Context: an optimization exercise on an open-source flow, tuned for small area, a short achievable clock period and few clock cycles per item. The choices shown serve that exercise and are no tape-out recipe. RTL that was checked went through simulation tests only; none was proved equivalent to the original. Only the layout flow was run in runs 1 and 2; the RTL was not checked for function there. No activity file was given, so power comes from the tool's default toggle rates.

[design/flow/config.mk]
export PLATFORM = sky130hd
export DESIGN_NAME = crsf_cmd
export DESIGN_NICKNAME = crsf_cmd
export VERILOG_FILES = /design/flow/design.v
export SDC_FILE = /design/flow/constraint.sdc
export NUM_CORES = 4
export LEC_CHECK = 0
export CAP_MARGIN = 20
export CORE_MARGIN = 2
export CORE_UTILIZATION = 40
export SLEW_MARGIN = 20
[design/flow/constraint.sdc]
create_clock -name core_clock -period 16.0 [get_ports {clk}]
set_input_delay 3.2000 -clock core_clock [delete_from_list [all_inputs] [get_ports {clk}]]
set_output_delay 3.2000 -clock core_clock [all_outputs]
set_load 0.01 [all_outputs]
[design/flow/design.v]
module crsf_cmd (
    input  wire       clk,
    input  wire       rst,         
    input  wire       in_valid,
    input  wire [7:0] in_data,
    output wire       in_ready,
    output wire       out_valid,
    output wire [7:0] out_data,
    input  wire       out_ready
);
    localparam [3:0] K_NOP  = 4'd0,
                     K_RST  = 4'd1,
                     K_STA  = 4'd2,
                     K_INI  = 4'd3,
                     K_FEED = 4'd4,
                     K_SPAN = 4'd5,
                     K_PACK = 4'd6,
                     K_UNP  = 4'd7,
                     K_U2T  = 4'd8,
                     K_T2U  = 4'd9,
                     K_SER  = 4'd10,
                     K_ILL  = 4'd15;
    localparam [1:0] I_OP = 2'd0, I_LH = 2'd1, I_LL = 2'd2, I_DATA = 2'd3;
    localparam integer W = 21;
    function automatic [7:0] crc8_step(input [7:0] r, input [7:0] d);
        integer k;
        reg [7:0] c;
        begin
            c = r ^ d;
            for (k = 0; k < 8; k = k + 1)
                c = c[7] ? ((c << 1) ^ 8'hD5) : (c << 1);
            crc8_step = c;
        end
    endfunction
    function automatic [3:0] op_class(input [7:0] op);
        case (op)
            8'h00:   op_class = K_NOP;
            8'h01:   op_class = K_RST;
            8'h02:   op_class = K_STA;
            8'h10:   op_class = K_INI;
            8'h11:   op_class = K_FEED;
            8'h12:   op_class = K_SPAN;
            8'h20:   op_class = K_PACK;
            8'h21:   op_class = K_UNP;
            8'h22:   op_class = K_U2T;
            8'h23:   op_class = K_T2U;
            8'h40:   op_class = K_SER;
            default: op_class = K_ILL;
        endcase
    endfunction
    reg  [1:0]   ip;           
    reg  [3:0]   cls;          
    reg          f;            
    reg  [15:0]  rem;          
    reg  [4:0]   dcnt;         
    reg  [6:0]   oc;           
    reg  [7:0]   crc;          
    reg  [7:0]   crcacc;       
    reg          st_fault, st_multi;
    reg  [2:0]   st_cause;
    reg  [W-1:0] acc;          
    reg  [4:0]   p;            
    reg  [7:0]   hb;           
    reg  [7:0]   lb;           
    reg  [1:0]   cv;           
    reg  [11:0]  res;          
    reg          o_v, s_v;
    reg  [7:0]   o_d, s_d;
    reg          in_rdy;
    wire [7:0] status = {1'b0, st_cause, 2'b00, st_multi, st_fault};
    reg          h0v, h1v;
    reg  [7:0]   hd, h1d;
    reg          can_acc;      
    wire in_fire = in_valid & in_rdy;
    wire cons    = h0v & can_acc;
    wire pop     = o_v & out_ready;
    wire       nh0  = (rem[15:8] == 8'd0);
    wire [15:0] nlen = {rem[15:8], hd};
    reg  [2:0] hcause;
    always @(*) begin
        case (cls)
            K_NOP, K_RST, K_STA, K_INI: hcause = (nlen == 16'd0)  ? 3'd0 : 3'd2;
            K_FEED, K_SPAN:             hcause = 3'd0;
            K_PACK:                     hcause = (nlen == 16'd32) ? 3'd0 : 3'd2;
            K_UNP:                      hcause = (nlen >= 16'd22) ? 3'd0 : 3'd2;
            K_U2T, K_T2U:               hcause = (nlen == 16'd2)  ? 3'd0 : 3'd2;
            K_SER:                      hcause = (nlen < 16'd2)   ? 3'd2 :
                                                 (nlen > 16'd62)  ? 3'd4 : 3'd0;
            default:                    hcause = 3'd1;
        endcase
    end
    wire [W+10:0] accx = {11'd0, acc} >> p;
    wire [10:0]   ext  = accx[10:0];
    wire [15:0] us16 = {hb, lb};
    wire        u_lo = hb[7] | (us16 < 16'd880);
    wire        u_hi = !hb[7] & (us16 > 16'd2159);
    wire [5:0]  l_q5 = lb / 8'd5;
    wire [2:0]  l_r5 = lb % 8'd5;
    reg  [3:0]  rh;
    always @(*) begin
        case (hb[3:0])
            4'd3:    rh = 4'd3;
            4'd4:    rh = 4'd9;
            4'd5:    rh = 4'd5;
            4'd6:    rh = 4'd1;
            4'd7:    rh = 4'd7;
            default: rh = 4'd3;
        endcase
    end
    wire [6:0]  fr = {l_r5, 4'd0} + {3'd0, rh};
    wire [2:0]  ff = fr / 7'd10;
    wire [11:0] u2t_s1 = {1'b0, u_hi, u_lo, l_q5, ff};
    reg  [11:0] qh;
    always @(*) begin
        case (hb[3:0])
            4'd3:    qh = -12'sd179;
            4'd4:    qh = 12'd230;
            4'd5:    qh = 12'd640;
            4'd6:    qh = 12'd1050;
            4'd7:    qh = 12'd1459;
            default: qh = 12'd1869;
        endcase
    end
    wire [11:0] u2t_sum = qh + {3'd0, res[8:0]};
    wire [11:0] u2t_q   = res[9] ? 12'd0 : res[10] ? 12'd2047 : {1'b0, u2t_sum[10:0]};
    wire [7:0]  t_m = {hb[2:0], lb[7:3]};
    reg  [2:0]  t_g;
    always @(*) begin
        case (lb[2:0])
            3'd0: t_g = 3'd0;
            3'd1: t_g = 3'd1;
            3'd2: t_g = 3'd1;
            3'd3: t_g = 3'd2;
            3'd4: t_g = 3'd3;
            3'd5: t_g = 3'd3;
            3'd6: t_g = 3'd4;
            default: t_g = 3'd4;
        endcase
    end
    wire [11:0] t2u_us = {2'd0, t_m, 2'd0} + {4'd0, t_m} + 12'd880 + {9'd0, t_g};
    wire [11:0] cv_out = (cls == K_U2T) ? u2t_q : res;
    reg        rp;         
    reg  [7:0] rb;         
    reg        fin;        
    reg        p_pop8;     
    reg        p_pop11;    
    reg        cv_take;    
    reg  [7:0] rlen;
    wire [6:0] rem_inc = rem[6:0] + ((oc == 7'd4) ? 7'd2 : 7'd1);
    always @(*) begin
        case (cls)
            K_STA, K_FEED, K_SPAN: rlen = 8'd1;
            K_PACK:                rlen = 8'd22;
            K_UNP:                 rlen = 8'd32;
            K_U2T, K_T2U:          rlen = 8'd2;
            K_SER:                 rlen = {1'b0, rem_inc};
            default:               rlen = 8'd0;
        endcase
        if (f) rlen = 8'd0;
    end
    always @(*) begin
        rp = 1'b0; rb = 8'h00; fin = 1'b0;
        p_pop8 = 1'b0; p_pop11 = 1'b0; cv_take = 1'b0;
        if (oc == 7'd2 || oc == 7'd3) begin
            rp = 1'b1;
        end else if (oc == 7'd4) begin
            rp  = 1'b1;
            rb  = rlen;
            fin = f || cls == K_NOP || cls == K_RST || cls == K_INI;
        end else if (oc >= 7'd5) begin
            case (cls)
                K_STA: begin
                    rp = 1'b1; rb = status; fin = 1'b1;
                end
                K_FEED, K_SPAN: if (ip != I_DATA) begin
                    rp = 1'b1; rb = crc; fin = 1'b1;
                end
                K_PACK: if (p <= 5'd13) begin
                    rp = 1'b1; rb = ext[7:0]; p_pop8 = 1'b1;
                    fin = (oc == 7'd26);
                end
                K_UNP: if (oc[0]) begin
                    if (p <= 5'd10) begin
                        rp = 1'b1; rb = {5'd0, ext[10:8]};
                    end
                end else begin
                    rp = 1'b1; rb = ext[7:0]; p_pop11 = 1'b1;
                    fin = (oc == 7'd36);
                end
                K_U2T, K_T2U: if (oc == 7'd5) begin
                    if (cv == 2'd2) begin
                        rp = 1'b1; rb = {4'd0, cv_out[11:8]}; cv_take = 1'b1;
                    end
                end else begin
                    rp = 1'b1; rb = res[7:0]; fin = 1'b1;
                end
                K_SER: if (oc == 7'd6) begin
                    rp = 1'b1; rb = {1'b0, rem_inc};
                end else if (oc >= 7'd7 && ip != I_DATA) begin
                    rp = 1'b1; rb = crc; fin = 1'b1;
                end
                default: ;
            endcase
        end
    end
    always @(*) begin
        can_acc = 1'b0;
        case (ip)
            I_OP: can_acc = (oc == 7'd0) && !s_v;
            I_LH: can_acc = 1'b1;
            I_LL: can_acc = !s_v;
            default: begin
                if (f)
                    can_acc = 1'b1;
                else case (cls)
                    K_PACK: can_acc = !dcnt[0] || (p >= 5'd11) ||
                                      (p >= 5'd3 && oc >= 7'd5 && p <= 5'd13 && !s_v);
                    K_UNP:  can_acc = (dcnt >= 5'd22) || (p >= 5'd8) ||
                                      (oc >= 7'd5 && !oc[0] && !s_v);
                    K_T2U:  can_acc = (dcnt != 5'd0) || (oc == 7'd1 && !s_v);
                    K_SER:  can_acc = (oc == 7'd5 || oc >= 7'd7) && !s_v;
                    default: can_acc = 1'b1;
                endcase
            end
        endcase
    end
    wire rpush = rp & !s_v;
    reg  [1:0]   ip_n;
    reg  [3:0]   cls_n;
    reg          f_n;
    reg  [15:0]  rem_n;
    reg  [4:0]   dcnt_n;
    reg  [6:0]   oc_n;
    reg  [7:0]   crc_n, crcacc_n;
    reg          st_fault_n, st_multi_n;
    reg  [2:0]   st_cause_n;
    reg  [W-1:0] acc_n;
    reg  [4:0]   p_n;
    reg  [7:0]   hb_n, lb_n;
    reg  [1:0]   cv_n;
    reg  [11:0]  res_n;
    reg          ipush;        
    reg  [7:0]   ib;
    reg          flt;          
    reg  [2:0]   flt_c;
    reg  [10:0]  pw;
    always @(*) begin
        ip_n = ip; cls_n = cls; f_n = f; rem_n = rem; dcnt_n = dcnt; oc_n = oc;
        crc_n = crc; crcacc_n = crcacc;
        st_fault_n = st_fault; st_multi_n = st_multi; st_cause_n = st_cause;
        acc_n = acc; p_n = p; hb_n = hb; lb_n = lb; cv_n = cv; res_n = res;
        ipush = 1'b0; ib = hd; flt = 1'b0; flt_c = 3'd0;
        pw = hb[7] ? 11'd0 : (|hb[6:3]) ? 11'd2047 : {hb[2:0], hd};
        if (cv == 2'd1) begin
            cv_n  = 2'd2;
            res_n = (cls == K_U2T) ? u2t_s1 : t2u_us;
        end
        if (rpush) begin
            oc_n = fin ? 7'd0 : oc + 7'd1;
            if (p_pop8)  p_n = p + 5'd8;
            if (p_pop11) p_n = p + 5'd11;
            if (cv_take) res_n = cv_out;
            if (fin && cls == K_FEED) crcacc_n = crc;
        end
        if (cons) begin
            case (ip)
                I_OP: begin
                    cls_n  = op_class(hd);
                    f_n    = 1'b0;
                    dcnt_n = 5'd0;
                    cv_n   = 2'd0;
                    p_n    = W;
                    ipush  = 1'b1;
                    oc_n   = 7'd1;
                    ip_n   = I_LH;
                end
                I_LH: begin
                    rem_n[15:8] = hd;
                    ip_n = I_LL;
                end
                I_LL: begin
                    rem_n[7:0] = hd;
                    ip_n = (nlen == 16'd0) ? I_OP : I_DATA;
                    crc_n = (cls == K_FEED) ? crcacc : 8'h00;
                    if (hcause != 3'd0) begin
                        f_n = 1'b1; flt = 1'b1; flt_c = hcause;
                        ipush = 1'b1; ib = {5'd0, hcause};
                        oc_n = 7'd2;
                    end else if (cls != K_T2U) begin
                        ipush = 1'b1; ib = 8'h00;
                        oc_n = 7'd2;
                        if (cls == K_RST) begin
                            crcacc_n = 8'h00;
                            st_fault_n = 1'b0; st_multi_n = 1'b0; st_cause_n = 3'd0;
                        end
                        if (cls == K_INI) crcacc_n = 8'h00;
                    end
                end
                default: begin  
                    rem_n  = rem - 16'd1;
                    dcnt_n = dcnt + {4'd0, dcnt != 5'd31};
                    if (rem == 16'd1) ip_n = I_OP;
                    if (!f) begin
                        case (cls)
                            K_FEED, K_SPAN: crc_n = crc8_step(crc, hd);
                            K_SER: begin
                                ipush = 1'b1;
                                oc_n  = oc + 7'd1;
                                if (dcnt != 5'd0) crc_n = crc8_step(crc, hd);
                            end
                            K_PACK: begin
                                if (!dcnt[0]) hb_n = hd;
                                else begin
                                    acc_n = {pw, acc[W-1:11]};
                                    p_n   = p_n - 5'd11;
                                end
                            end
                            K_UNP: if (dcnt < 5'd22) begin
                                acc_n = {hd, acc[W-1:8]};
                                p_n   = p_n - 5'd8;
                            end
                            K_U2T, K_T2U: begin
                                if (dcnt == 5'd0) begin
                                    hb_n = hd;
                                    if (cls == K_T2U) begin
                                        ipush = 1'b1;
                                        oc_n  = 7'd2;
                                        if (|hd[7:3]) begin
                                            f_n = 1'b1; flt = 1'b1; flt_c = 3'd3;
                                            ib  = 8'h03;
                                        end else
                                            ib  = 8'h00;
                                    end
                                end else begin
                                    lb_n = hd;
                                    cv_n = 2'd1;
                                end
                            end
                            default: ;
                        endcase
                    end
                end
            endcase
        end
        if (flt) begin
            if (!st_fault) begin
                st_fault_n = 1'b1;
                st_cause_n = flt_c;
            end else
                st_multi_n = 1'b1;
        end
    end
    wire       push = rpush | ipush;
    wire [7:0] pb   = ipush ? ib : rb;
    always @(posedge clk) begin
        if (rst) begin
            ip <= I_OP; cls <= K_NOP; f <= 1'b0; rem <= 16'd0; dcnt <= 5'd0;
            oc <= 7'd0; crc <= 8'h00; crcacc <= 8'h00;
            st_fault <= 1'b0; st_multi <= 1'b0; st_cause <= 3'd0;
            p <= W; cv <= 2'd0;
            o_v <= 1'b0; s_v <= 1'b0;
            in_rdy <= 1'b1;
            h0v <= 1'b0; h1v <= 1'b0;
        end else begin
            ip <= ip_n; cls <= cls_n; f <= f_n; rem <= rem_n; dcnt <= dcnt_n;
            oc <= oc_n; crc <= crc_n; crcacc <= crcacc_n;
            st_fault <= st_fault_n; st_multi <= st_multi_n; st_cause <= st_cause_n;
            p <= p_n; cv <= cv_n;
            if (!h0v || cons) begin
                h0v <= h1v | in_fire;
                h1v <= 1'b0;
                in_rdy <= 1'b1;
            end else if (in_fire) begin
                h1v <= 1'b1;
                in_rdy <= 1'b0;
            end
            if (!o_v || pop) begin
                if (s_v) begin
                    o_v <= 1'b1; o_d <= s_d;
                    s_v <= push;
                    if (push) s_d <= pb;
                end else begin
                    o_v <= push;
                    if (push) o_d <= pb;
                end
            end else if (push) begin
                s_v <= 1'b1; s_d <= pb;
            end
        end
    end
    always @(posedge clk) begin
        acc <= acc_n; hb <= hb_n; lb <= lb_n; res <= res_n;
        if (!h0v || cons) hd <= h1v ? h1d : in_data;
        if (in_fire) h1d <= in_data;
    end
    assign in_ready  = in_rdy;
    assign out_valid = o_v;
    assign out_data  = o_d;
endmodule
[design/flow/run.sh]
#!/bin/bash
# synth_recipe.tcl (not shown) runs the flow's synth.tcl, then flattens the netlist and writes it again
# the make line also repeats each setting of config.mk as NAME=value (left out here)
make -C /OpenROAD-flow-scripts/flow DESIGN_CONFIG=/design/flow/config.mk WORK_HOME=/design/flow/orfs CLKGATE_MAP_FILE= SYNTH_SCRIPT=/design/flow/synth_recipe.tcl finish
==> flow_summary_export.csv, run 1 <==
group,metric,value,unit
global_route,grt_use_total,0.238,
worst_setup_path,cp_max_fo,21,
floorplanning,coreArea,28900,um2
timing,setup_viol,0,
cells_and_area,syn_to_final_growth,9.01,%
placed_design,dpl-instance-area,12300,um2
logic_synthesis,synth_nets,1535,
floorplanning,fp.dieH,176,um
worst_setup_path,crit_chain,"nand4b_1, a311oi_1, a21oi_1, o2111ai_1, o22ai_1, a21oi_1, o31a_1, a21oi_1, nor3_1",
timing,period_share,0.322,
logic_synthesis,yosys_warnings,1,
route,vias_per_cell,6.12,
logic_synthesis,synthCells,1468,
timing,slew_headroom,0.304,
route,drt_iter0_drc,1219,
route,wl,36600,um
power_and_ir_drop,fin_total_pwr,1420,uW
route,detail-route-antenna-nets,0,
clock_tree,cts_resized,0,
cells_and_area,fin_nets,1493,
clock_tree,root_buffer,"clkbuf_16",
logic_synthesis,synth_edf_count,77,
worst_setup_path,arrival,5.20,ns
clock_tree,htreeDepth,4,
timing,rsz0062_at_grt,"false",
logic_synthesis,avgSynthCellArea,8.06,um2
cells_and_area,fin_cells,1823,
logic_synthesis,synth.distinct_cells,92,
placed_design,gp_congestion,0.979,
timing,fin_skew,0.0151,ns
clock_tree,cts_tree,"yes",
cells_and_area,fillers,2898,
floorplanning,initial_core_util,0.409,
floorplanning,fp.dieW,176,um
floorplanning,dieArea,31000,um2
global_route,first_global_vias,10400,
clock_tree,clock_sinks,149,
timing,fin_setup_tns,0,ns
global_route,grt_util_met3,0.0433,
placed_design,port_buffers,21,
floorplanning,io_pins,22,
cells_and_area,ff_latch_area,3750,um2
placed_design,post-dp-hpwl,26200,um
floorplanning,placementRows,62,
route,vias,11200,
cells_and_area,fin_area,12900,um2
clock_tree,cts_max_path_buffers,2,
route,drt_pass1_iterations,6,
route,drc_errors,0,
status,status,"finished clean",
timing,hold_viol_final,0,
global_route,overflow,0,
worst_setup_path,critPathSlowestCell,"nor3_1",
job,cap_violations,0,
cells_and_area,drive_above_1_share,0.0751,
clock_tree,clkTransAtPathRegs,0.07,ns
power_and_ir_drop,leakage,0.00463,uW
global_route,grt_first_pass_wirelength,57800,um
logic_synthesis,seq_area_frac_synth,0.317,
worst_setup_path,cp_common_cell,"a21oi_1",
clock_tree,cts_hold_buffers,0,
hold_path,hold_path_class,"reg -> reg",
clock_tree,cts_buffers,17,
global_route,use_met2,0.389,
logic_synthesis,syn_area,11800,um2
timing,maxSlewViolCount,0,
cells_and_area,multi_input_area,7500,um2
worst_setup_path,worstSetupStartpointType,"register",
worst_setup_path,critical_path_class,"reg -> reg",
worst_setup_path,cp_data_required_time,16.06,ns
clock_tree,clock_insertion_delay_worst_skew,0.45,ns
global_route,grt_max_degree,64,
global_route,antenna_found_initial,1,
timing,fmax,0.194,GHz
clock_tree,cts_setup_buffers,0,
worst_setup_path,end_kind,"register",
power_and_ir_drop,pwr_density_cell,110,nW/um2
logic_synthesis,ys_ff_latch,149,
placed_design,dp.cells,1791,
cells_and_area,n_antenna_cell,0,
power_and_ir_drop,ir_worst_vdd,0.0716,mV
route,wl_per_cell,20.1,um
timing,hold_ws,0.481,ns
logic_synthesis,synthFlopType,"edfxtp_1",
worst_setup_path,cpPeakStageDelay,0.87,ns
logic_synthesis,synth_async_sr_flop_share,0,
timing,tightest_slew,1.04,ns
global_route,gr-max-usage-layer,"met2",
global_route,use_met1,0.316,
timing,finalCriticalPeriod,5.15,ns
registers in the layout, summed over array words and instances (netlist names), 7 cells and up:
name and cells:
acc 21, crc 8, crcacc 8, h1d 8
hb 8, hd 8, lb 8, o_d 8
oc 7, rem 16, res 12, s_d 8
cells by family after synthesis:
logic type | Yosys count | synth area share
simple gates | 552 | 0.229
compound gates | 434 | 0.241
buf+inv | 158 | 0.0514
flops | 149 | 0.317
mux | 65 | 0.0594
fa+ha+maj | 56 | 0.0615
xor+xnor | 54 | 0.0400
worst paths after layout:
path	start	cells after the start	to	slack, ns
setup reg to reg	cls[0]$_SDFFE_PP0P_	9	s_d[1]$_DFFE_PP_	10.85
setup / recovery	cls[0]$_SDFFE_PP0P_	9	s_d[1]$_DFFE_PP_	10.85
hold reg to reg	in_rdy$_SDFFE_PP1P_	2	in_rdy$_SDFFE_PP1P_	0.48
hold / removal	in_rdy$_SDFFE_PP1P_	2	in_rdy$_SDFFE_PP1P_	0.48
synth_stat cells, types with 7 or more instances:
| library cell | number | area, um2 |
|---|---|---|
| a211oi_1 | 18 | 135 |
| a21o_1 | 11 | 82.6 |
| a21oi_1 | 107 | 536 |
| a221o_1 | 7 | 70.1 |
| a221oi_1 | 10 | 87.6 |
| a22o_1 | 7 | 61.3 |
| a22oi_1 | 19 | 143 |
| a311oi_1 | 8 | 70.1 |
| a31oi_1 | 26 | 163 |
| and2_1 | 10 | 62.6 |
| and3_1 | 9 | 56.3 |
| clkbuf_1 | 92 | 345 |
| dfxtp_1 | 72 | 1440 |
| edfxtp_1 | 77 | 2310 |
| ha_1 | 51 | 638 |
| inv_1 | 50 | 188 |
| mux2_2 | 22 | 248 |
| mux2i_1 | 41 | 410 |
| nand2_1 | 137 | 514 |
| nand2b_1 | 22 | 138 |
| nand3_1 | 29 | 145 |
| nand3b_1 | 9 | 67.6 |
| nor2_1 | 179 | 672 |
| nor2b_1 | 15 | 93.8 |
| nor3_1 | 49 | 245 |
| nor3b_1 | 10 | 75.1 |
| nor4_1 | 14 | 87.6 |
| o211ai_1 | 15 | 113 |
| o21ai_0 | 98 | 490 |
| o21ai_1 | 7 | 35.0 |
| o22ai_1 | 11 | 68.8 |
| o31ai_1 | 20 | 150 |
| or3_1 | 16 | 100 |
| or4_1 | 8 | 60.1 |
| xnor2_1 | 46 | 403 |
| xor2_1 | 8 | 70.1 |
worst max-delay path, delay by kind of cell, from the launching register on:
| kind | cells | cell delay, ns |
|---|---|---|
| simple gates | 2 | 1.68 |
| flops | 1 | 0.76 |
| compound gates | 7 | 2.32 |
routing by layer:
metal  up-vias  share of wire
li1       5344              -
met1      5355           0.45
met2       378           0.46
met3        73          0.067
met4         2          0.029
met5         -        0.00046
power breakdown:
group	leakage [uW]	internal [uW]	switching (uW)
clock network	0.000291	225	199
logic	0.00302	201	312
registers	0.00132	432	50.2
total	0.00463	858	561
cell usage in the layout (no fill, tap or decap), types with 29 or more instances in the layout:
master / n
a21oi_1: 107
o21ai_0: 97
nor2_1: 179
inv_1: 50
mux2i_1: 41
nor3_1: 49
ha_1: 51
nand2_1: 137
dfxtp_1: 72
edfxtp_1: 77
nand3_1: 29
xnor2_1: 46
area by class of cell:
type	instances	area share
clock inverter	15	0.0136
multi-input combinational	1161	0.581
clock buffer	17	0.0330
inverter	55	0.0160
tap	384	0.0372
sequential	149	0.291
timing repair buffer	42	0.0281
per-stage QoR:
stage / worst slack [ns] / utilization
after detailed placement: 10.93 / 0.425
final: 10.85 / 0.446
after global routing: 10.41 / 0.446
after global placement: 10.98 / 0.425
after floorplan: 10.10 / -
after CTS: 10.93 / 0.446
==> run 2: changes to the inputs <==
==> design/flow/flow/run.sh (new file) <==
#!/bin/bash
# Standard layout, with timing repair aimed below the clock period.
set -euo pipefail
bash standard.sh SETUP_SLACK_MARGIN=11.5 finish > standard.log 2>&1
==> design/flow/standard.sh (new file) <==
#!/bin/bash
# synth_recipe.tcl (not shown) runs the flow's synth.tcl, then flattens the netlist and writes it again
# the make line also repeats each setting of config.mk as NAME=value (left out here)
make -C /OpenROAD-flow-scripts/flow DESIGN_CONFIG=/design/flow/config.mk WORK_HOME=/design/flow/orfs CLKGATE_MAP_FILE= SYNTH_SCRIPT=/design/flow/synth_recipe.tcl "${@:-finish}"
removed: design/flow/run.sh
==> run 2 against run 1 <==
Global-route usage is 0.32 points higher. Final cell count is 1.4% higher. Sequential share of layout area is 0.52 points lower. Synthesized area stayed put. Maximum frequency is 17% higher. Count of clock-buffer cells in the layout is 3 higher. Sequential power hardly changed. Critical path type is now in -> reg. Largest cell class unchanged. Highest routed layer unchanged.
==> flow_summary_export.csv, run 2 <==
group,metric,value,unit
worst_setup_path,critical_path_class,"in -> reg",
power_and_ir_drop,leakage,0.00478,uW
cells_and_area,fillers,2902,
logic_synthesis,synth_common_cells,"nor2_1 (179), nand2_1 (137), a21oi_1 (107), o21ai_0 (98), clkbuf_1 (92)",
cells_and_area,ff_latch_area,3760,um2
logic_synthesis,seq_area_frac_synth,0.317,
logic_synthesis,synth_edf_count,77,
power_and_ir_drop,pwr_density_cell,107,nW/um2
logic_synthesis,synth_async_sr_flop_share,0,
timing,rsz0062_at_grt,"true",
cells_and_area,multi_input_area,7570,um2
cells_and_area,fin_nets,1517,
floorplanning,io_pins,22,
logic_synthesis,syn_area,11800,um2
logic_synthesis,synthCells,1468,
global_route,grt_use_total,0.241,
logic_synthesis,synth.distinct_cells,92,
timing,setup_ws,11.62,ns
worst_setup_path,arrival,4.44,ns
placed_design,port_buffers,21,
global_route,overflow,0,
clock_tree,root_buffer,"clkbuf_16",
global_route,grt_first_pass_wirelength,58500,um
route,drc_errors,0,
job,cap_violations,0,
global_route,grt_util_met3,0.0553,
route,vias_per_cell,6.10,
worst_setup_path,ff2ff_setup_slack,11.66,ns
clock_tree,clock_insertion_delay_worst_skew,0.45,ns
placed_design,dp.cells,1790,
timing,hold_ws,0.481,ns
global_route,use_met2,0.383,
logic_synthesis,ys_ff_latch,149,
route,wl,37500,um
timing,period_share,0.274,
worst_setup_path,worstSetupStartpointType,"input pin",
timing,hold_viol_final,0,
cells_and_area,fin_cells,1848,
floorplanning,initial_core_util,0.409,
route,detail-route-antenna-nets,0,
timing,maxSlewViolCount,0,
placed_design,dpl-instance-area,12300,um2
worst_setup_path,end_kind,"register",
timing,fin_skew,0.0251,ns
placed_design,gp_congestion,0.988,
timing,finalCriticalPeriod,4.38,ns
clock_tree,clock_sinks,149,
cells_and_area,syn_to_final_growth,11.1,%
timing,fin_setup_tns,0,ns
status,status,"finished clean",
logic_synthesis,avgSynthCellArea,8.06,um2
global_route,first_global_vias,10600,
floorplanning,dieArea,31000,um2
clock_tree,htreeDepth,4,
hold_path,hold_path_class,"reg -> reg",
cells_and_area,final_common_cell,"nor2_1",
cells_and_area,regMostFlops,"acc",
cells_and_area,fin_area,13100,um2
global_route,grt_max_degree,64,
route,wl_per_cell,20.3,um
cells_and_area,most-common-layout-cells,"nor2_1 (177), nand2_1 (137), a21oi_1 (107)",
timing,setup_viol,0,
logic_synthesis,synthFlopType,"edfxtp_1",
global_route,antenna_found_initial,4,
timing,fmax,0.228,GHz
floorplanning,placementRows,62,
floorplanning,fp.dieW,176,um
global_route,use_met1,0.315,
timing,slew_headroom,0.326,
placed_design,place_worst_setup_slack,11.10,ns
logic_synthesis,yosys_warnings,1,
floorplanning,fp.dieH,176,um
logic_synthesis,yosysTopAreaCellShare,0.195,
worst_setup_path,cp_data_required_time,16.06,ns
logic_synthesis,synth_nets,1535,
global_route,gr-max-usage-layer,"met2",
route,drt_iter0_drc,1131,
clock_tree,cts_buffers,17,
power_and_ir_drop,ir_worst_vdd,0.0620,mV
route,drt_pass1_iterations,6,
logic_synthesis,yosysMostFrequentCell,"nor2_1",
route,vias,11300,
floorplanning,coreArea,28900,um2
clock_tree,clkTransAtPathRegs,0.07,ns
worst_setup_path,cp_max_fo,8,
logic_synthesis,synth.area.top_cells,"edfxtp_1 (20%), dfxtp_1 (12%), nor2_1 (5.7%)",
timing,tightest_slew,1.00,ns
placed_design,post-dp-hpwl,26500,um
cells_and_area,reg_top3,"acc x21, rem x16, res x12",
clock_tree,cts_tree,"yes",
clock_tree,cts_max_path_buffers,2,
logic_synthesis,yosysTopAreaCell,"edfxtp_1",
cells_and_area,largest_register_ffs,21,
cells_and_area,drive_above_1_share,0.101,
[run 2: critical path: stages]
cell	delay, ns
clkdlybuf4s50_1	0.42
nor2b_1	0.23
nor2_1	0.10
nor3_2	0.50
[run 2: area by class of cell]
type	count	area share
Clock inverter	12	0.00828
Antenna cell	1	0.000190
Tap cell	384	0.0366
Inverter	55	0.0161
Timing Repair Buffer	66	0.0405
Sequential cell	149	0.286
Clock buffer	20	0.0364
Multi-Input combinational cell	1161	0.576
[run 2: repair_timing]
action	in CTS	in global routing
cloned	0	0
hold buffers	0	0
endpoints found under the setup margin	37	35
setup buffers	8	17
pin swaps	1	1
resized for setup	10	18
[run 2: metrics by stage]
| stage | util | total power, uW |
|---|---|---|
| 2_1_floorplan | - | 857 |
| 3_3_place_gp | 0.425 | 987 |
| 3_5_place_dp | 0.425 | 992 |
| 4_1_cts | 0.447 | 1400 |
| 5_1_grt | 0.454 | 1480 |
| 6_report | 0.454 | 1400 |
[run 2: cells by family after synthesis]
| group | share of synthesized area |
|---|---|
| flops | 0.317 |
| compound gates | 0.241 |
| fa+ha+maj | 0.0615 |
| mux | 0.0594 |
| xor+xnor | 0.0400 |
| simple gates | 0.229 |
| buf+inv | 0.0514 |
[run 2: routing by layer]
metal	up-vias	part of all wire	wire [um]
li1	5397	-	-
met1	5359	0.43	16300
met4	4	0.039	1460
met5	-	0.00056	21
met2	410	0.45	17000
met3	100	0.073	2740
[run 2: path summary, 6_finish.rpt]
check,start,end,cells past startpoint
worst min-delay path,in_rdy$_SDFFE_PP1P_,in_rdy$_SDFFE_PP1P_,2
worst min register to register,in_rdy$_SDFFE_PP1P_,in_rdy$_SDFFE_PP1P_,2
worst max register to register,oc[0]$_SDFF_PP0_,p[4]$_SDFF_PP1_,17
worst max-delay path,out_ready,s_d[1]$_DFFE_PP_,4
[run 2: power by group]
group,switching (uW),internal (uW),total [uW]
Combinational,318,199,517
Clock,185,221,407
Sequential,47.2,432,480
Total,551,853,1400
==> run 3: changes to the inputs <==
--- a/design/flow/design.v
+++ b/design/flow/design.v
@@ -68,14 +68,10 @@
     reg  [7:0]   o_d, s_d;
     reg          in_rdy;
     wire [7:0] status = {1'b0, st_cause, 2'b00, st_multi, st_fault};
-    reg          h0v, h1v;
-    reg  [7:0]   hd, h1d;
-    reg          can_acc;      
     wire in_fire = in_valid & in_rdy;
-    wire cons    = h0v & can_acc;
     wire pop     = o_v & out_ready;
     wire       nh0  = (rem[15:8] == 8'd0);
-    wire [15:0] nlen = {rem[15:8], hd};
+    wire [15:0] nlen = {rem[15:8], in_data};
     reg  [2:0] hcause;
     always @(*) begin
         case (cls)
@@ -203,27 +199,6 @@
             endcase
         end
     end
-    always @(*) begin
-        can_acc = 1'b0;
-        case (ip)
-            I_OP: can_acc = (oc == 7'd0) && !s_v;
-            I_LH: can_acc = 1'b1;
-            I_LL: can_acc = !s_v;
-            default: begin
-                if (f)
-                    can_acc = 1'b1;
-                else case (cls)
-                    K_PACK: can_acc = !dcnt[0] || (p >= 5'd11) ||
-                                      (p >= 5'd3 && oc >= 7'd5 && p <= 5'd13 && !s_v);
-                    K_UNP:  can_acc = (dcnt >= 5'd22) || (p >= 5'd8) ||
-                                      (oc >= 7'd5 && !oc[0] && !s_v);
-                    K_T2U:  can_acc = (dcnt != 5'd0) || (oc == 7'd1 && !s_v);
-                    K_SER:  can_acc = (oc == 7'd5 || oc >= 7'd7) && !s_v;
-                    default: can_acc = 1'b1;
-                endcase
-            end
-        endcase
-    end
     wire rpush = rp & !s_v;
     reg  [1:0]   ip_n;
     reg  [3:0]   cls_n;
@@ -249,8 +224,8 @@
         crc_n = crc; crcacc_n = crcacc;
         st_fault_n = st_fault; st_multi_n = st_multi; st_cause_n = st_cause;
         acc_n = acc; p_n = p; hb_n = hb; lb_n = lb; cv_n = cv; res_n = res;
-        ipush = 1'b0; ib = hd; flt = 1'b0; flt_c = 3'd0;
-        pw = hb[7] ? 11'd0 : (|hb[6:3]) ? 11'd2047 : {hb[2:0], hd};
+        ipush = 1'b0; ib = in_data; flt = 1'b0; flt_c = 3'd0;
+        pw = hb[7] ? 11'd0 : (|hb[6:3]) ? 11'd2047 : {hb[2:0], in_data};
         if (cv == 2'd1) begin
             cv_n  = 2'd2;
             res_n = (cls == K_U2T) ? u2t_s1 : t2u_us;
@@ -262,10 +237,10 @@
             if (cv_take) res_n = cv_out;
             if (fin && cls == K_FEED) crcacc_n = crc;
         end
-        if (cons) begin
+        if (in_fire) begin
             case (ip)
                 I_OP: begin
-                    cls_n  = op_class(hd);
+                    cls_n  = op_class(in_data);
                     f_n    = 1'b0;
                     dcnt_n = 5'd0;
                     cv_n   = 2'd0;
@@ -275,11 +250,11 @@
                     ip_n   = I_LH;
                 end
                 I_LH: begin
-                    rem_n[15:8] = hd;
+                    rem_n[15:8] = in_data;
                     ip_n = I_LL;
                 end
                 I_LL: begin
-                    rem_n[7:0] = hd;
+                    rem_n[7:0] = in_data;
                     ip_n = (nlen == 16'd0) ? I_OP : I_DATA;
                     crc_n = (cls == K_FEED) ? crcacc : 8'h00;
                     if (hcause != 3'd0) begin
@@ -302,37 +277,37 @@
                     if (rem == 16'd1) ip_n = I_OP;
                     if (!f) begin
                         case (cls)
-                            K_FEED, K_SPAN: crc_n = crc8_step(crc, hd);
+                            K_FEED, K_SPAN: crc_n = crc8_step(crc, in_data);
                             K_SER: begin
                                 ipush = 1'b1;
                                 oc_n  = oc + 7'd1;
-                                if (dcnt != 5'd0) crc_n = crc8_step(crc, hd);
+                                if (dcnt != 5'd0) crc_n = crc8_step(crc, in_data);
                             end
                             K_PACK: begin
-                                if (!dcnt[0]) hb_n = hd;
+                                if (!dcnt[0]) hb_n = in_data;
                                 else begin
                                     acc_n = {pw, acc[W-1:11]};
                                     p_n   = p_n - 5'd11;
                                 end
                             end
                             K_UNP: if (dcnt < 5'd22) begin
-                                acc_n = {hd, acc[W-1:8]};
+                                acc_n = {in_data, acc[W-1:8]};
                                 p_n   = p_n - 5'd8;
                             end
                             K_U2T, K_T2U: begin
                                 if (dcnt == 5'd0) begin
-                                    hb_n = hd;
+                                    hb_n = in_data;
                                     if (cls == K_T2U) begin
                                         ipush = 1'b1;
                                         oc_n  = 7'd2;
-                                        if (|hd[7:3]) begin
+                                        if (|in_data[7:3]) begin
                                             f_n = 1'b1; flt = 1'b1; flt_c = 3'd3;
                                             ib  = 8'h03;
                                         end else
                                             ib  = 8'h00;
                                     end
                                 end else begin
-                                    lb_n = hd;
+                                    lb_n = in_data;
                                     cv_n = 2'd1;
                                 end
                             end
@@ -352,6 +327,30 @@
     end
     wire       push = rpush | ipush;
     wire [7:0] pb   = ipush ? ib : rb;
+    reg in_rdy_n;
+    wire s_v_n = s_v ? !pop : (push & o_v & !pop);
+    always @(*) begin
+        in_rdy_n = 1'b0;
+        case (ip_n)
+            I_OP: in_rdy_n = (oc_n == 7'd0) && !s_v_n;
+            I_LH: in_rdy_n = 1'b1;
+            I_LL: in_rdy_n = !s_v_n;
+            default: begin
+                if (f_n)
+                    in_rdy_n = 1'b1;
+                else case (cls_n)
+                    K_PACK: in_rdy_n = !dcnt_n[0] ||
+                                       (p_n >= 5'd11) ||
+                                       (p_n >= 5'd3 && oc_n >= 7'd5 && p_n <= 5'd13 && !s_v_n);
+                    K_UNP:  in_rdy_n = (dcnt_n >= 5'd22) || (p_n >= 5'd8) ||
+                                       (oc_n >= 7'd5 && !oc_n[0] && !s_v_n);
+                    K_T2U:  in_rdy_n = (dcnt_n != 5'd0) || (oc_n == 7'd1 && !s_v_n);
+                    K_SER:  in_rdy_n = (oc_n == 7'd5 || oc_n >= 7'd7) && !s_v_n;
+                    default: in_rdy_n = 1'b1;
+                endcase
+            end
+        endcase
+    end
     always @(posedge clk) begin
         if (rst) begin
             ip <= I_OP; cls <= K_NOP; f <= 1'b0; rem <= 16'd0; dcnt <= 5'd0;
@@ -360,20 +359,12 @@
             p <= W; cv <= 2'd0;
             o_v <= 1'b0; s_v <= 1'b0;
             in_rdy <= 1'b1;
-            h0v <= 1'b0; h1v <= 1'b0;
         end else begin
             ip <= ip_n; cls <= cls_n; f <= f_n; rem <= rem_n; dcnt <= dcnt_n;
             oc <= oc_n; crc <= crc_n; crcacc <= crcacc_n;
             st_fault <= st_fault_n; st_multi <= st_multi_n; st_cause <= st_cause_n;
             p <= p_n; cv <= cv_n;
-            if (!h0v || cons) begin
-                h0v <= h1v | in_fire;
-                h1v <= 1'b0;
-                in_rdy <= 1'b1;
-            end else if (in_fire) begin
-                h1v <= 1'b1;
-                in_rdy <= 1'b0;
-            end
+            in_rdy <= in_rdy_n;
             if (!o_v || pop) begin
                 if (s_v) begin
                     o_v <= 1'b1; o_d <= s_d;
@@ -390,8 +381,6 @@
     end
     always @(posedge clk) begin
         acc <= acc_n; hb <= hb_n; lb <= lb_n; res <= res_n;
-        if (!h0v || cons) hd <= h1v ? h1d : in_data;
-        if (in_fire) h1d <= in_data;
     end
     assign in_ready  = in_rdy;
     assign out_valid = o_v;
==> design/flow/run.sh (new file) <==
#!/bin/bash
# synth_recipe.tcl (not shown) runs the flow's synth.tcl, then flattens the netlist and writes it again
# the make line also repeats each setting of config.mk as NAME=value (left out here)
make -C /OpenROAD-flow-scripts/flow DESIGN_CONFIG=/design/flow/config.mk WORK_HOME=/design/flow/orfs CLKGATE_MAP_FILE= SYNTH_SCRIPT=/design/flow/synth_recipe.tcl finish
removed: design/flow/flow/run.sh
removed: design/flow/standard.sh
==> run 3 against run 2 <==
Still clean on timing, DRC and antenna. Maximum frequency is 32% lower. Core utilization is 1.5 points lower. Final cell count rose by 0.11%. Critical path depth is 9 higher. Sequential power is 15% lower. Non-clock buffer count decreased by 22. Sequential share of layout area shrank 2.9 points. Total power is 15% lower.
==> flow_summary_export.csv, run 3 <==
group,metric,value,unit
status,status,"finished clean",
cells_and_area,largest_register_ffs,21,
global_route,grt_first_pass_wirelength,60200,um
global_route,first_global_vias,10600,
logic_synthesis,avgSynthCellArea,7.76,um2
logic_synthesis,synth.distinct_cells,103,
power_and_ir_drop,switching_share,0.370,
floorplanning,initial_core_util,0.405,
floorplanning,fp.dieH,174,um
logic_synthesis,yosysMostFrequentCell,"nor2_1",
cells_and_area,regMostFlops,"acc",
clock_tree,cts_setup_buffers,0,
worst_setup_path,critical_path_class,"in -> reg",
clock_tree,cts_buffers,17,
timing,hold_viol_final,0,
clock_tree,htreeDepth,4,
logic_synthesis,synth_async_sr_flop_share,0,
global_route,antenna_found_initial,0,
cells_and_area,fin_nets,1518,
placed_design,dpl-instance-area,12000,um2
logic_synthesis,synthFlopType,"dfxtp_1",
floorplanning,fp.dieW,174,um
clock_tree,clock_insertion_delay_worst_skew,0.43,ns
clock_tree,cts_max_path_buffers,2,
placed_design,port_buffers,21,
route,vias,11500,
logic_synthesis,yosys_warnings,1,
cells_and_area,ff_latch_area,3230,um2
timing,slew_headroom,0.286,
placed_design,gp_congestion,0.922,
hold_path,whs_endpoint,"res[11]$_DFF_P_",
route,drc_errors,0,
floorplanning,io_pins,22,
clock_tree,clkTransAtPathRegs,0.06,ns
placed_design,dp.cells,1818,
timing,setup_viol,0,
worst_setup_path,cp_data_required_time,16.32,ns
worst_setup_path,end_kind,"register",
route,detail-route-antenna-nets,0,
floorplanning,coreArea,28600,um2
route,vias_per_cell,6.21,
clock_tree,root_buffer,"clkbuf_16",
power_and_ir_drop,pwr_density_cell,94.4,nW/um2
worst_setup_path,worstSetupStartpointType,"input pin",
route,wl,37900,um
power_and_ir_drop,leakage,0.00471,uW
cells_and_area,fin_area,12600,um2
cells_and_area,fin_cells,1850,
global_route,grt_use_total,0.249,
timing,fin_setup_tns,0,ns
worst_setup_path,cp_max_fo,14,
hold_path,hold_depth,2,
power_and_ir_drop,ir_worst_vdd,0.0663,mV
logic_synthesis,synth_common_cells,"nor2_1 (187), nand2_1 (150), a21oi_1 (127), o21ai_0 (109), clkbuf_1 (74)",
timing,fin_skew,0.0123,ns
clock_tree,cts_resized,0,
timing,fmax,0.155,GHz
floorplanning,dieArea,30300,um2
timing,rsz0062_at_grt,"false",
clock_tree,cts_hold_buffers,0,
route,drt_pass1_iterations,9,
worst_setup_path,arrival,6.77,ns
cells_and_area,reg_top3,"acc x21, rem x16, res x12",
logic_synthesis,synth.area.top_cells,"edfxtp_1 (16%), dfxtp_1 (12%), nor2_1 (6.1%)",
route,wl_per_cell,20.5,um
timing,finalCriticalPeriod,6.45,ns
clock_tree,cts_tree,"yes",
cells_and_area,final_common_cell,"nor2_1",
logic_synthesis,ys_ff_latch,131,
global_route,overflow,0,
job,cap_violations,0,
worst_setup_path,ff2ff_setup_slack,10.37,ns
floorplanning,placementRows,62,
power_and_ir_drop,p_switching,439,uW
logic_synthesis,seq_area_frac_synth,0.279,
clock_tree,clock_sinks,131,
route,drt_iter0_drc,1456,
logic_synthesis,yosysTopAreaCellShare,0.158,
logic_synthesis,syn_area,11600,um2
timing,tightest_slew,1.06,ns
timing,maxSlewViolCount,0,
hold_path,hp-start,"res[11]$_DFF_P_",
power_and_ir_drop,power_frac_comb,0.335,
cells_and_area,drive_above_1_share,0.0764,
power_and_ir_drop,power_frac_seq,0.343,
logic_synthesis,synthCells,1493,
worst_setup_path,r2r_start,"lb[4]$_DFFE_PP_",
global_route,grt_max_degree,53,
hold_path,hold_path_class,"reg -> reg",
power_and_ir_drop,p_int,749,uW
logic_synthesis,synth_edf_count,61,
placed_design,post-dp-hpwl,27600,um
power_and_ir_drop,p_clk_frac,0.323,
cells_and_area,multi_input_area,7710,um2
cells_and_area,n_antenna_cell,0,
logic_synthesis,synth_nets,1558,
logic_synthesis,yosysTopAreaCell,"edfxtp_1",
worst_setup_path,r2r_end,"res[0]$_DFFE_PP_",
cells_and_area,syn_to_final_growth,8.63,%
cells_and_area,most-common-layout-cells,"nor2_1 (187), nand2_1 (150), a21oi_1 (127)",
timing,period_share,0.403,
cells_and_area,fillers,2810,
worst_setup_path,rr_worst_depth,20,
-- run 3: cell types whose count changed after synthesis, moves of 10 or more --
| cell | delta |
|---|---|
| edfxtp_1 | -16 |
| o21ai_0 | +11 |
| nand2_1 | +13 |
| clkbuf_1 | -18 |
| buf_2 | +10 |
| nor3_1 | -19 |
| a21oi_1 | +20 |
-- run 3: power by group through the flow --
stage	combinational (uW)	sequential, uW	clock (uW)
finish	398	407	383
global route	438	410	401
CTS	391	405	386
detailed placement	387	413	0
global placement	384	411	0
floorplan	299	392	0
-- run 3: worst max-delay path, cell delays in order --
cell and delay [ns]:
clkdlybuf4s50_1 0.79, nor4_1 0.79, nand4_1 0.24, nor2_1 0.30, o32ai_1 0.22, nor3_1 0.20, and3_1 0.17, a31oi_1 0.06
nand2_1 0.17, nor3b_2 0.07, a311o_1 0.27, a31oi_1 0.18, a31oi_1 0.10
-- run 3: through the flow --
stage | util | setup WS, ns | power (uW) | hold slack (ns)
final | 0.440 | 9.55 | 1190 | 0.481
after global routing | 0.440 | 9.27 | 1250 | 0.508
after CTS | 0.439 | 9.64 | 1180 | 0.469
after detailed placement | 0.420 | 9.20 | 800 | 0.458
after global placement | 0.420 | 9.25 | 796 | 0.449
after floorplan | - | 8.33 | 691 | 0.425
-- run 3: logic make-up (layout without fill, tap and decap cells) --
logic type | after synthesis | in the layout | share of synthesized area
AND/OR/NAND/NOR | 547 | 547 | 0.226
AO/OA/AOI/OAI | 488 | 488 | 0.281
buffers and inverters | 162 | 135 | 0.0570
flip-flops | 131 | 131 | 0.279
multiplexers | 57 | 57 | 0.0551
XOR/XNOR | 55 | 55 | 0.0422
adder cells (fa/ha/maj) | 53 | 53 | 0.0598
-- run 3: area by class of cell --
type / count / area share
Multi-Input combinational cell: 1200 / 0.613
Sequential cell: 131 / 0.257
Clock buffer: 23 / 0.0384
Tap cell: 384 / 0.0382
Timing Repair Buffer: 44 / 0.0300
Inverter: 59 / 0.0176
Clock inverter: 9 / 0.00626
-- run 3: how the worst max path moves through the flow --
stage               startpoint                 to  cells after the start  slack (ns)
CTS                 in_data[3]  in_rdy$_SDFF_PP1_                     13        9.64
finish              in_data[3]  in_rdy$_SDFF_PP1_                     13        9.55
global route        in_data[3]  in_rdy$_SDFF_PP1_                     13        9.27
detailed placement  in_data[2]   o_d[3]$_DFFE_PP_                      8        9.20
floorplan             in_valid   acc[0]$_DFFE_PP_                      4        8.33
global placement    in_data[3]  in_rdy$_SDFF_PP1_                     13        9.25
-- run 3: routing by layer --
metal	wire length [um]	global-route usage	up-vias
li1	-	-	5421
met1	16900	0.345	5526
met2	17300	0.395	490
met3	2840	0.0475	59
met4	841	0.0718	0
met5	0	0	-
Testbench counts of run 3, summed over its fixed seeds: cycles 114,322, cmds 4,800.

==> static timing again, ports no longer ideal <==
The results above use ideal ports. As a check the final layouts listed here were re-extracted and re-timed, cells and wires unchanged. Step 1, drivers: a clkbuf_16 drives clk and a buf_2 each remaining input, both assumed. Step 2 also shifts input and output timing later by t, the mid clock arrival at the registers, as if the neighbouring blocks saw the same clock. a / b / c = ideal / step 1 / step 2; a / b = the first two.
| run | t (ns) | slack for setup (ns) | cell pins on the clock port's net |
|---|---|---|---|
| run 1 | 0.490 | 10.855 / 10.855 / 10.855 | 1 |
| run 2 | 0.489 | 11.619 / 11.650 / 11.161 | 1 |
| run 3 | 0.475 | 9.546 / 9.573 / 9.099 | 1 |
After both steps every run listed still meets setup and hold. The setup slack of run 2, which loses most, moves by +0.031 ns with the drivers and by -0.458 ns with both steps.
